What follows belongs to an exercise in optimizing a design on an open flow for small area, a short achievable clock period and few clock cycles per item; a production flow would make more cautious choices.
The RTL was checked by simulation tests, not by an equivalence proof against the original design.

[flow/design.v]
module morton_map (
    input  wire        clk,
    input  wire        rst,           
    input  wire        start,         
    input  wire [31:0] in_w,
    input  wire [31:0] in_h,
    input  wire [31:0] in_d,
    input  wire [31:0] in_row_pitch,
    input  wire [31:0] in_slice_pitch,
    input  wire [31:0] in_bpp,
    input  wire [31:0] in_cx,
    input  wire [31:0] in_cy,
    input  wire [31:0] in_cz,
    output wire        ready,
    output reg         done,
    output reg         fault,
    output reg  [3:0]  cause,
    output reg  [31:0] mask_x,
    output reg  [31:0] mask_y,
    output reg  [31:0] mask_z,
    output reg  [5:0]  total_bits,
    output reg  [63:0] lin_off,
    output reg  [63:0] swz_off
);
    localparam [3:0] C_NONE      = 4'd0,
                     C_ZERO_EXT  = 4'd2,
                     C_ZERO_BPP  = 4'd3,
                     C_PITCH     = 4'd4,
                     C_MASK_OVF  = 4'd5;
    function [5:0] clog2f(input [31:0] v);
        integer i;
        reg [4:0] top;
        reg       any, two;
        begin
            top = 5'd0; any = 1'b0; two = 1'b0;
            for (i = 0; i < 32; i = i + 1) begin
                if (v[i]) top = i;
                two = two | (any & v[i]);
                any = any | v[i];
            end
            clog2f = {1'b0, top} + {5'd0, two};
        end
    endfunction
    function [31:0] therm(input [5:0] k);
        integer i;
        begin
            for (i = 0; i < 32; i = i + 1) therm[i] = (i < k);
        end
    endfunction
    reg        busy;                  
    reg        fast;                  
    reg [2:0]  step;                  
    reg        zext, zbpp;
    reg [5:0]  nx, ny, nz;
    reg [31:0] w, rp, sp, bpp, cx, cy, cz;
    wire last   = fast | (step == 3'd0);
    wire first  = fast | (step == 3'd6);
    assign ready = ~busy | last;
    wire accept = start & ready;
    always @(posedge clk) begin
        if (rst) begin
            busy <= 1'b0;
        end else if (accept) begin
            busy <= 1'b1;
        end else if (last) begin
            busy <= 1'b0;
        end
        if (accept) begin
            step <= 3'd6;
            fast <= (in_cz[31:6] == 26'd0) & (in_cy[31:12] == 20'd0) &
                    (in_bpp[31:5] == 27'd0);
            zext <= (in_w == 32'd0) | (in_h == 32'd0) | (in_d == 32'd0);
            zbpp <= (in_bpp == 32'd0);
            nx   <= clog2f(in_w);
            ny   <= clog2f(in_h);
            nz   <= clog2f(in_d);
            w    <= in_w;
            rp   <= in_row_pitch;
            sp   <= in_slice_pitch;
            bpp  <= in_bpp;
            cx   <= in_cx;
            cy   <= in_cy;
            cz   <= in_cz;
        end else begin
            step <= step - 3'd1;
        end
    end
    wire x_min = (nx <= ny) & (nx <= nz);
    wire y_min = ~x_min & (ny <= nz);
    wire z_min = ~x_min & ~y_min;
    wire [5:0]  nu = x_min ? ny : nx;
    wire [5:0]  nv = z_min ? ny : nz;
    wire [31:0] cu = x_min ? cy : cx;
    wire [31:0] cv = z_min ? cy : cz;
    wire        v_max = (nu <= nv);
    wire [5:0]  na = x_min ? nx : (y_min ? ny : nz);       
    wire [5:0]  nb = v_max ? nu : nv;                      
    wire [31:0] cm = v_max ? cv : cu;                      
    wire [7:0]  tot = {2'b00, nx} + {2'b00, ny} + {2'b00, nz};
    wire        ovf = (tot > 8'd32);
    wire [5:0]  e1 = {na[3:0], 1'b0} + na;                 
    wire [5:0]  e2 = na + {nb[4:0], 1'b0};                 
    wire [5:0]  e3 = tot[5:0];                             
    wire [31:0] t1 = therm(e1);
    wire [31:0] t2 = therm(e2);
    wire [31:0] t3 = (tot[5:0] == 6'd32) ? 32'hFFFF_FFFF : therm(e3);
    wire [31:0] r2 = t2 & ~t1;
    wire [31:0] r3 = t3 & ~t2;
    reg  [31:0] i3, i2;
    integer k;
    always @(*) begin
        i3 = 32'd0;
        i2 = 32'd0;
        for (k = 0; k < 11; k = k + 1) begin
            i3[3*k] = cx[k];
            if (3*k+1 < 32) i3[3*k+1] = cy[k];
            if (3*k+2 < 32) i3[3*k+2] = cz[k];
        end
        for (k = 0; k < 16; k = k + 1) begin
            i2[2*k]   = cu[k];
            i2[2*k+1] = cv[k];
        end
    end
    wire [4:0]  sh3 = na[4:0] + nb[4:0];
    wire [31:0] idx = (i3 & t1) | ((i2 << na[3:0]) & r2) | ((cm << sh3) & r3);
    wire [31:0] pu  = na[0] ? 32'hAAAA_AAAA : 32'h5555_5555;
    wire [31:0] m2u = pu & r2;
    wire [31:0] m2v = ~pu & r2;
    wire u_is_x = ~x_min;
    wire v_is_z = ~z_min;
    wire [31:0] mx_n = (32'h4924_9249 & t1) | (u_is_x ? m2u : 32'd0) |
                       ((u_is_x & ~v_max) ? r3 : 32'd0);
    wire [31:0] my_n = (32'h9249_2492 & t1) | (x_min ? m2u : 32'd0) |
                       (z_min ? m2v : 32'd0) |
                       ((x_min & ~v_max) | (z_min & v_max) ? r3 : 32'd0);
    wire [31:0] mz_n = (32'h2492_4924 & t1) | (v_is_z ? m2v : 32'd0) |
                       ((v_is_z & v_max) ? r3 : 32'd0);
    wire [34:0] cz35 = {3'b000, cz}, cy35 = {3'b000, cy}, bp35 = {3'b000, bpp};
    wire [4:0]  dz5 = cz35 >> (5 * step);
    wire [4:0]  dy5 = cy35 >> (5 * step);
    wire [4:0]  db5 = bp35 >> (5 * step);
    wire [5:0]  dz = fast ? cz[5:0]  : {1'b0, dz5};
    wire [11:0] dy = fast ? cy[11:0] : {7'd0, dy5};
    wire [4:0]  db = fast ? bpp[4:0] : db5;
    wire [63:0] lin_acc = first ? 64'd0 : {lin_off[58:0], 5'd0};
    wire [63:0] swz_acc = first ? 64'd0 : {swz_off[58:0], 5'd0};
    wire [63:0] lin_n = lin_acc + dz * sp + dy * rp + db * cx;
    wire [63:0] swz_n = swz_acc + db * idx;
    reg  [32:0] pacc;
    wire [37:0] p_n   = (first ? 38'd0 : {1'b0, pacc[31:0], 5'd0}) + db * w;
    wire        p_big = (~first & (pacc[32] | (pacc[31:27] != 5'd0))) |
                        (p_n[37:32] != 6'd0);
    wire        pitch_bad = p_big | (p_n[31:0] > rp);
    always @(posedge clk) begin
        pacc       <= {p_big, p_n[31:0]};
        lin_off    <= lin_n;
        swz_off    <= swz_n;
        mask_x     <= mx_n;
        mask_y     <= my_n;
        mask_z     <= mz_n;
        total_bits <= tot[5:0];
        if (zext) begin
            fault <= 1'b1; cause <= C_ZERO_EXT;
        end else if (zbpp) begin
            fault <= 1'b1; cause <= C_ZERO_BPP;
        end else if (pitch_bad) begin
            fault <= 1'b1; cause <= C_PITCH;
        end else if (ovf) begin
            fault <= 1'b1; cause <= C_MASK_OVF;
        end else begin
            fault <= 1'b0; cause <= C_NONE;
        end
        if (rst) done <= 1'b0;
        else     done <= busy & last;
    end
endmodule
[flow/run.sh]
#!/bin/bash
# synth_recipe.tcl (not shown) runs the flow's synth.tcl, then flattens the netlist and writes it again
# the make line also repeats each setting of config.mk as NAME=value (left out here)
make -C /OpenROAD-flow-scripts/flow DESIGN_CONFIG=/design/flow/config.mk WORK_HOME=/design/flow/orfs CLKGATE_MAP_FILE= SYNTH_SCRIPT=/design/flow/synth_recipe.tcl finish
[flow/config.mk]
export PLATFORM = sky130hd
export DESIGN_NAME = morton_map
export DESIGN_NICKNAME = morton_map
export VERILOG_FILES = /design/flow/design.v
export SDC_FILE = /design/flow/constraint.sdc
export NUM_CORES = 4
export LEC_CHECK = 0
export CAP_MARGIN = 20
export CORE_MARGIN = 2
export CORE_UTILIZATION = 40
export SLEW_MARGIN = 20
[flow/constraint.sdc]
create_clock -name core_clock -period 13.0 [get_ports {clk}]
set_input_delay 2.6000 -clock core_clock [delete_from_list [all_inputs] [get_ports {clk}]]
set_output_delay 2.6000 -clock core_clock [all_outputs]
set_load 0.01 [all_outputs]
==> results of run 1 <==
==> registers in the layout, summed over array words and instances, names as in the netlist, 3 cells and up <==
name,flops
total_bits,6
nx,6
lin_off,64
cz,32
step,3
bpp,32
swz_off,64
nz,6
mask_z,32
w,32
pacc,33
sp,32
mask_y,32
cy,32
cause,3
cx,32
ny,6
mask_x,32
rp,32
==> layout by cell type, fill, tap and decap left out, types with 65 or more instances in the layout <==
cell,synthesis,routed
sky130_fd_sc_hd__inv_1,1026,1025
sky130_fd_sc_hd__xor2_1,67,65
sky130_fd_sc_hd__buf_4,6,186
sky130_fd_sc_hd__nor2_1,445,444
sky130_fd_sc_hd__and3_1,65,65
sky130_fd_sc_hd__ha_1,315,315
sky130_fd_sc_hd__nand2_1,961,961
sky130_fd_sc_hd__a21oi_1,287,286
sky130_fd_sc_hd__nor3_1,83,83
sky130_fd_sc_hd__xnor2_1,90,88
sky130_fd_sc_hd__a21o_1,92,90
sky130_fd_sc_hd__clkbuf_16,0,68
sky130_fd_sc_hd__o21ai_0,199,196
sky130_fd_sc_hd__fa_1,941,941
sky130_fd_sc_hd__clkdlybuf4s50_1,0,526
sky130_fd_sc_hd__nand3_1,158,158
sky130_fd_sc_hd__and2_1,363,363
sky130_fd_sc_hd__edfxtp_1,245,245
sky130_fd_sc_hd__dfxtp_1,272,271
sky130_fd_sc_hd__mux2i_1,81,74
==> layout make-up <==
cell class	count	area (um^2)	area share [%]
multi-input combinational	4980	44270	61.04
tap	2044	2557	3.526
antenna	17	42.54	0.05865
inverter	1034	3889	5.362
clock inverter	43	495.5	0.6831
timing repair buffer	713	6676	9.205
clock buffer	81	1792	2.470
sequential	517	12800	17.65
==> worst register-to-register path: cells and delay by family, from the launching register on <==
kind	cells	cell delay, ps
AOI/OAI and AO/OA	21	5770
xor gates and xnor gates	2	480
adders and majority gates	7	3000
buffers and inverters	5	1140
DFF	1	530
and+or+nand+nor	6	1020
==> kinds of logic (layout without fill, tap and decap cells) <==
logic type	after synthesis	count (layout)	synth area share, %
and+or+nand+nor	2315	2315	17.31
muxes	140	140	2.852
other	1	18	0.006054
AOI/OAI and AO/OA	1097	1097	11.71
xor gates and xnor gates	159	159	2.297
DFF	517	517	20.67
adders and majority gates	1268	1268	36.97
buffers and inverters	1332	1871	8.190
==> layer usage <==
layer,track usage [%],vias up,wire (um)
met5,0,-,94
met4,10.22,14,8573
met3,9.101,403,27810
met2,48.26,2642,110000
met1,45.79,27620,110500
li1,-,23380,-
==> worst max-delay path by stage <==
| stage | startpoint | endpoint | slack (ps) | cells after the start |
|---|---|---|---|---|
| 2_1_floorplan | nx[4] | swz_off[63] | 650 | 50 |
| 3_3_place_gp | nx[4] | swz_off[51] | 1360 | 42 |
| 3_5_place_dp | nx[4] | swz_off[36] | 1190 | 41 |
| 4_1_cts | nx[4] | swz_off[36] | 1140 | 41 |
| 5_1_grt | nx[4] | swz_off[55] | 240 | 43 |
| 6_report | nx[4] | swz_off[36] | 990 | 41 |
==> parameters.txt, run 1 <==
Parameter                              Value

Status
  Run status ... complete, no violations

Drt
  Post-detailed-route count of antenna-violating nets ... 0
  Total wire length after detailed routing ... roughly 260000 um
  Post-detailed-route DRC marker count ... 0
  DR vias/cell ... around 5.7
  Average wire per standard cell ... between 20 and 30 um
  First-pass DRT Iterations ... 8
  Initial detailed-routing violation count ... about 5.6k
  Vias post-DR ... ~54k

STA
  Slew of the pin with the lowest slew margin ... about 1200 ps
  Count of pins over their slew limit ... 0
  Highest achievable clock rate ... roughly 83 MHz
  Final Hold Fails ... 0
  Post-Route Setup TNS ... 0 ps
  Total of endpoints with negative setup slack in the final report ... 0
  Setup Skew ... ~48 ps
  Unrepaired setup endpoints after global routing ... no
  Worst hold-check slack ... 505.2 ps
  Period utilisation layout ... between 90 and 100%
  Final min period ... 12010 ps
  Smallest setup slack after layout ... 988.7 ps
  Slew margin rel. ... between 20% and 30%

Critical path
  Buffering stage count on the worst path with inverters included ... 5
  Slowest cell on the critical path ... sky130_fd_sc_hd__a2111oi_0
  Crit path DAT ... between 10000 and 15000 ps
  CP Capture Type ... flip-flop
  Crit path max-delay family ... compound AO/OA/AOI/OAI gates
  Worst reg2reg endpoint ... swz_off[36]
  Largest stage delay on the critical path ... 650 ps
  Element type at the critical path start ... flip-flop
  FF-to-FF Start ... nx[4]
  Type of the worst setup path ... reg -> reg
  Largest fanout on the critical path ... 30
  Required time worst endpoint ... 13570 ps
  Cell count of the worst reg-to-reg path ... 41
  Reg2reg setup slack ... 990 ps
  Cell with the most instances on the worst path ... sky130_fd_sc_hd__ha_1

Cells and area
  Fraction of layout instances using a drive strength above 1 ... 5.822%
  Filler Cell Count ... about 15k
  Area growth syn-to-layout ... 17.09%
  Final cell count without fillers ... between 9k and 10k
  Post-route cell area ... between 70000 and 80000 um^2
  Fin util ... 47.14%
  Layout net count ... roughly 8.9k

Global routing
  Total routing usage reported by global routing ... between 30% and 40%
  Maximum number of pins on one net before global-route repair ... between 100 and 150
  Vias in the first global route ... 54.78k
  Wire length of the first global-routing pass ... 375000 um
  Total grt overflow ... 0
  Initial antenna violation count ... 27

Clock network
  Cts hold-fix bufs ... 0
  Post CTS Setup Buffer Count ... 0
  Clock tree from TritonCTS ... yes
  Number of cells upsized or downsized after cts ... 0
  Sinks on the clock net ... roughly 520
  CTS buffer count ... 67
  CTS max path bufs ... 3
  Number of levels in the clock H-tree ... 3
  Clk slew on worst S/H paths ... 60 ps
  Library cell used as clock root buffer ... sky130_fd_sc_hd__clkbuf_16
  Insertion delay of the later-clocked pin in the worst-skew pair ... approximately 710 ps

Die
  Initial core utilization ... 40.26%
  Number of cell rows ... around 140
  Top-level port count ... 528
  Core area ... roughly 150000 um^2
  Die X ... between 300 and 400 um
  Height of the chip ... between 300 and 400 um
  Area enclosed by the die boundary ... about 160000 um^2

Min path
  Worst min-delay path category ... reg -> reg
  Hold path endpoint ... cause[1]
  Min-Delay Path Depth ... 1
  HP Start ... zbpp

Synth
  Leading register cell type out of synthesis ... sky130_fd_sc_hd__dfxtp_1
  Number of synthesized register bits ... around 520
  Sequential-to-total area share from yosys stat ... just over 20%
  Synth cell types ... 95
  Most instantiated library cell after synthesis ... sky130_fd_sc_hd__inv_1
  Most area-consuming cells after synthesis ... sky130_fd_sc_hd__fa_1 (30%), sky130_fd_sc_hd__edfxtp_1 (12%), sky130_fd_sc_hd__dfxtp_1 (8.8%), sky130_fd_sc_hd__ha_1 (6.4%), sky130_fd_sc_hd__inv_1 (6.2%)
  Number of warnings printed during yosys synthesis ... 1
  Leading post-synthesis cells by instance count ... sky130_fd_sc_hd__inv_1 (1026), sky130_fd_sc_hd__nand2_1 (961), sky130_fd_sc_hd__fa_1 (941)
  Number of flops mapped to enable cells by yosys ... ~250
  Average cell area after synthesis ... 9.071 um^2
  Number of instances in the synthesized netlist ... just under 7k
  Nets in the synthesized netlist ... 8376
  Summed instance area of the synthesized netlist ... about 62000 um^2
  Top cell type by total area after synthesis ... sky130_fd_sc_hd__fa_1
  Share of Yosys cell area claimed by the top area cell type ... about 30%
  Asr flop ratio synth ... 0%

Placed design
  Number of cells in the design after placement ... roughly 9.3k
  Worst slack at placement ... between 1000 and 1500 ps
  Port Buffers ... between 500 and 600
  HPWL after detailed placement ... 209600 um
  Area of placed instances ... about 70000 um^2
  Final estimated routing congestion in global placement ... 1.027

Job
  Maxcap violations ... 0
Testbench counts, summed over its fixed seeds: cycles 1,208, items 1,200.
==> inputs of run 2 (changes only) <==
--- a/flow/design.v
+++ b/flow/design.v
@@ -51,3 +51,3 @@
     reg        fast;                  
-    reg [2:0]  step;                  
+    reg [4:0]  step;                  
     reg        zext, zbpp;
@@ -55,6 +55,9 @@
     reg [31:0] w, rp, sp, bpp, cx, cy, cz;
-    wire last   = fast | (step == 3'd0);
-    wire first  = fast | (step == 3'd6);
+    wire last   = fast | (step == 5'd0);
+    wire first  = fast | (step == 5'd31);
     assign ready = ~busy | last;
     wire accept = start & ready;
+    wire in_fast = (in_cz[31:6] == 26'd0) & (in_cy[31:12] == 20'd0) &
+                   (in_bpp[31:5] == 27'd0) &
+                   ((in_bpp[4:0] & (in_bpp[4:0] - 5'd1)) == 5'd0);
     always @(posedge clk) begin
@@ -68,5 +71,4 @@
         if (accept) begin
-            step <= 3'd6;
-            fast <= (in_cz[31:6] == 26'd0) & (in_cy[31:12] == 20'd0) &
-                    (in_bpp[31:5] == 27'd0);
+            step <= 5'd31;
+            fast <= in_fast;
             zext <= (in_w == 32'd0) | (in_h == 32'd0) | (in_d == 32'd0);
@@ -84,3 +86,4 @@
         end else begin
-            step <= step - 3'd1;
+            step <= step - 5'd1;
+            bpp  <= {bpp[30:0], 1'b0};
         end
@@ -137,17 +140,22 @@
                        ((v_is_z & v_max) ? r3 : 32'd0);
-    wire [34:0] cz35 = {3'b000, cz}, cy35 = {3'b000, cy}, bp35 = {3'b000, bpp};
-    wire [4:0]  dz5 = cz35 >> (5 * step);
-    wire [4:0]  dy5 = cy35 >> (5 * step);
-    wire [4:0]  db5 = bp35 >> (5 * step);
-    wire [5:0]  dz = fast ? cz[5:0]  : {1'b0, dz5};
-    wire [11:0] dy = fast ? cy[11:0] : {7'd0, dy5};
-    wire [4:0]  db = fast ? bpp[4:0] : db5;
-    wire [63:0] lin_acc = first ? 64'd0 : {lin_off[58:0], 5'd0};
-    wire [63:0] swz_acc = first ? 64'd0 : {swz_off[58:0], 5'd0};
-    wire [63:0] lin_n = lin_acc + dz * sp + dy * rp + db * cx;
-    wire [63:0] swz_n = swz_acc + db * idx;
+    wire [5:0]  dz = fast ? cz[5:0]  : {5'd0, cz[step]};
+    wire [11:0] dy = fast ? cy[11:0] : {11'd0, cy[step]};
+    wire [4:0]  db = fast ? bpp[4:0] : {4'd0, bpp[31]};
+    function [36:0] sh(input [31:0] v, input [4:0] s);
+        begin
+            sh = ({37{s[0]}} & {5'd0, v})       | ({37{s[1]}} & {4'd0, v, 1'd0}) |
+                 ({37{s[2]}} & {3'd0, v, 2'd0}) | ({37{s[3]}} & {2'd0, v, 3'd0}) |
+                 ({37{s[4]}} & {1'd0, v, 4'd0});
+        end
+    endfunction
+    wire [36:0] bx = sh(cx, db);
+    wire [36:0] bi = sh(idx, db);
+    wire [36:0] bw = sh(w, db);
+    wire [63:0] lin_acc = first ? 64'd0 : {lin_off[62:0], 1'b0};
+    wire [63:0] lin_n = lin_acc + dz * sp + dy * rp + {27'd0, bx};
+    wire [63:0] swz_n = fast ? {27'd0, bi} :
+                        (first ? 64'd0 : {swz_off[62:0], 1'b0}) + {27'd0, bi};
     reg  [32:0] pacc;
-    wire [37:0] p_n   = (first ? 38'd0 : {1'b0, pacc[31:0], 5'd0}) + db * w;
-    wire        p_big = (~first & (pacc[32] | (pacc[31:27] != 5'd0))) |
-                        (p_n[37:32] != 6'd0);
+    wire [37:0] p_n   = (first ? 38'd0 : {5'd0, pacc[31:0], 1'b0}) + {1'b0, bw};
+    wire        p_big = (~first & (pacc[32] | pacc[31])) | (p_n[37:32] != 6'd0);
     wire        pitch_bad = p_big | (p_n[31:0] > rp);
==> parameters.txt, run 2 <==
Parameter                              Value

Synth
  Synth cell types ... 120 (+26%)
  Most instantiated library cell after synthesis ... sky130_fd_sc_hd__nand2_1
  Most area-consuming cells after synthesis ... sky130_fd_sc_hd__fa_1 (22%), sky130_fd_sc_hd__edfxtp_1 (12%), sky130_fd_sc_hd__dfxtp_1 (11%), sky130_fd_sc_hd__ha_1 (6.4%), sky130_fd_sc_hd__nand2_1 (5.4%)
  Asr flop ratio synth ... 0% (unchanged)
  Leading post-synthesis cells by instance count ... sky130_fd_sc_hd__nand2_1 (781), sky130_fd_sc_hd__inv_1 (683), sky130_fd_sc_hd__fa_1 (580)
  Average cell area after synthesis ... 8.947 um^2 (-1.4%)
  Number of flops mapped to enable cells by yosys ... 213 (-13%)
  Number of synthesized register bits ... 519 (+0.39%)
  Number of warnings printed during yosys synthesis ... 1 (unchanged)
  Top cell type by total area after synthesis ... sky130_fd_sc_hd__fa_1
  Nets in the synthesized netlist ... 7182 (-14%)
  Leading register cell type out of synthesis ... sky130_fd_sc_hd__dfxtp_1
  Number of instances in the synthesized netlist ... 6034 (-12%)
  Sequential-to-total area share from yosys stat ... 23.20% (+2.5 points)
  Share of Yosys cell area claimed by the top area cell type ... 21.51% (-8.9 points)
  Summed instance area of the synthesized netlist ... 53980 um^2 (-13%)

Die
  Number of cell rows ... 134 (-6.9%)
  Core area ... 133600 um^2 (-13%)
  Top-level port count ... 528 (unchanged)
  Die X ... 371.4 um (-6.6%)
  Area enclosed by the die boundary ... 137900 um^2 (-13%)
  Initial core utilization ... 40.40% (+0.14 points)
  Height of the chip ... 371.4 um (-6.6%)

Global routing
  Total routing usage reported by global routing ... 30.84% (-1.7 points)
  Maximum number of pins on one net before global-route repair ... 115 (-1.7%)
  Met1 Track Usage GR ... 42.59% (-3.2 points)
  Vias in the first global route ... 47.59k (-13%)
  Total grt overflow ... 0 (unchanged)
  Layer with the highest usage ... met2
  Wire length of the first global-routing pass ... 318200 um (-15%)
  Initial antenna violation count ... 39 (+44%)
  Fraction of met2 tracks used by global routing ... 45.70% (-2.6 points)
  Global-route track usage on met3 ... 9.231% (+0.13 points)

Critical path
  Cell with the most instances on the worst path ... sky130_fd_sc_hd__a21oi_1
  FF-to-FF Start ... ny[3]
  CP Launch Point ... ny[3]
  Largest fanout on the critical path ... 39 (+30%)
  Slowest cell on the critical path ... sky130_fd_sc_hd__o31a_2
  CP Capture Type ... flip-flop
  Element type at the critical path start ... flip-flop
  Crit path DAT ... 12680 ps (+100 ps)
  Largest stage delay on the critical path ... 870 ps (+220 ps)
  Type of the worst setup path ... reg -> reg
  Required time worst endpoint ... 13660 ps (+90 ps)

Drt
  Vias post-DR ... 49.33k (-8.8%)
  First-pass DRT Iterations ... 7 (-1)
  Post-detailed-route count of antenna-violating nets ... 0 (unchanged)
  DR vias/cell ... 5.988 (+4.4%)
  Total wire length after detailed routing ... 216900 um (-16%)
  Initial detailed-routing violation count ... 5909 (+4.8%)
  Post-detailed-route DRC marker count ... 0 (unchanged)
  Average wire per standard cell ... 26.33 um (-3.4%)

Clock network
  CTS buffer count ... 60 (-10%)
  Library cell used as clock root buffer ... sky130_fd_sc_hd__clkbuf_16
  CTS max path bufs ... 3 (unchanged)
  Number of cells upsized or downsized after cts ... 0 (unchanged)
  Sinks on the clock net ... 519 (+0.39%)
  Post CTS Setup Buffer Count ... 0 (unchanged)
  Number of levels in the clock H-tree ... 2 (-1)
  Insertion delay of the later-clocked pin in the worst-skew pair ... 730 ps (+20 ps)
  Clock tree from TritonCTS ... yes
  Clk slew on worst S/H paths ... 60 ps (about the same)
  Cts hold-fix bufs ... 0 (unchanged)

STA
  Slew of the pin with the lowest slew margin ... 1270 ps (+95.85 ps)
  Smallest setup slack after layout ... 984.3 ps (-4.360 ps)
  Final min period ... 12020 ps (+4.360 ps)
  Final Hold Fails ... 0 (unchanged)
  Unrepaired setup endpoints after global routing ... no
  Count of pins over their slew limit ... 0 (unchanged)
  Slew margin rel. ... 14.79% (-6.3 points)
  Total of endpoints with negative setup slack in the final report ... 0 (unchanged)
  Setup Skew ... 41.95 ps (-6.265 ps)
  Worst hold-check slack ... 453.2 ps (-51.93 ps)
  Period utilisation layout ... 92.43% (about the same)
  Highest achievable clock rate ... 83.22 MHz (about the same)
  Post-Route Setup TNS ... 0 ps (unchanged)

Placed design
  Number of cells in the design after placement ... 8115 (-13%)
  Area of placed instances ... 61100 um^2 (-13%)
  Port Buffers ... 526 (unchanged)
  Worst slack at placement ... 1222 ps (+28.33 ps)
  HPWL after detailed placement ... 172900 um (-18%)
  Final estimated routing congestion in global placement ... 1.066 (+3.8%)

Cells and area
  Fraction of layout instances using a drive strength above 1 ... 6.718% (+0.90 points)
  Area growth syn-to-layout ... 17.14% (about the same)
  Filler Cell Count ... 12.87k (-14%)
  Final cell count without fillers ... 8239 (-13%)
  Leading cell type in the layout, fill and taps excluded ... sky130_fd_sc_hd__nand2_1
  Post-route cell area ... 63240 um^2 (-13%)
  Multi-input gate area ... 37600 um^2 (-15%)
  Fin util ... 47.32% (+0.19 points)
  Layout net count ... 7557 (-15%)
  Most frequent cells in the layout ... sky130_fd_sc_hd__nand2_1 (780), sky130_fd_sc_hd__inv_1 (682), sky130_fd_sc_hd__fa_1 (580)
  Registers with the most flip-flops ... lin_off: 64 flops, swz_off: 64 flops, pacc: 33 flops
  Register Area ... 12520 um^2 (-2.2%)

Job
  Maxcap violations ... 0 (unchanged)

Min path
  HP Start ... bpp[16]
  Worst min-delay path category ... reg -> reg

Status
  Run status ... complete, no violations
## run 2: per-layer routing
metal / wire, um / part of all wire (%)
met4: 8431 / 3.9
met5: 255 / 0.12
met1: 90820 / 42
met3: 24220 / 11
met2: 93180 / 43
## run 2: cells by family after synthesis
logic type | after synthesis | share of synthesized area, %
simple gates | 1943 | 17.07
compound gates | 1378 | 17.69
buf+inv | 1021 | 7.391
fa+ha+maj | 862 | 28.02
flops | 519 | 23.20
mux | 161 | 4.091
xor+xnor | 149 | 2.529
other cells | 1 | 0.006946
## run 2: area by class of cell
cell class / instances / area share, %
repair buffers: 645 / 9.758
clock inverters: 38 / 0.7677
well taps: 1768 / 3.498
flip-flops and latches: 519 / 19.80
clock buffers: 75 / 2.558
inverters: 689 / 4.104
multi-input cells: 4494 / 59.47
diodes: 11 / 0.04353
## run 2: worst paths after layout
path	endpoint	slack, ps	cells past startpoint
hold / removal	bpp[17]	450	1
hold reg to reg	bpp[17]	450	1
setup reg to reg	swz_off[54]	980	34
setup / recovery	swz_off[54]	980	34
## run 2: worst max-delay path: cells and delay by family, from the launching register on
family / cells / cell delay [ps]
compound gates: 19 / 6360
xor+xnor: 2 / 460
fa+ha+maj: 4 / 1620
buf+inv: 1 / 320
flops: 1 / 500
mux: 1 / 560
simple gates: 7 / 2100
Testbench counts of run 2, summed over its fixed seeds: cycles 1,208, items 1,200.

[afterwards: timing with drivers on the ports]
In the flow no input, the clock included, has a driving cell. The finished layouts below were timed again as built, in two steps.
Step 1 (the two cells are an assumption about what drives the block):
set clk [get_ports {clk}]
set_driving_cell -lib_cell sky130_fd_sc_hd__clkbuf_16 $clk
set_driving_cell -lib_cell sky130_fd_sc_hd__buf_2 [delete_from_list [all_inputs] $clk]
Step 2 adds t to the input delays and takes it off the output delays; t is the mean of the earliest and latest rising clock arrival at the registers after step 1. Input paths then give back, and output paths get back, about the clock's delay inside the block.
a / b / c = ideal / step 1 / step 2; a / b = the first two.
run | t, ns | setup slack, ns | hold slack, ns | worst setup path at the end | pins driven straight from the clock port
run 1 | 0.758 | 0.989 / 0.989 / 0.989 | 0.505 / 0.505 / 0.505 | register to register | 1
run 2 | 0.785 | 0.984 / 0.984 / 0.984 | 0.453 / 0.453 / 0.453 | register to register | 1
After both steps every run listed still meets setup and hold.
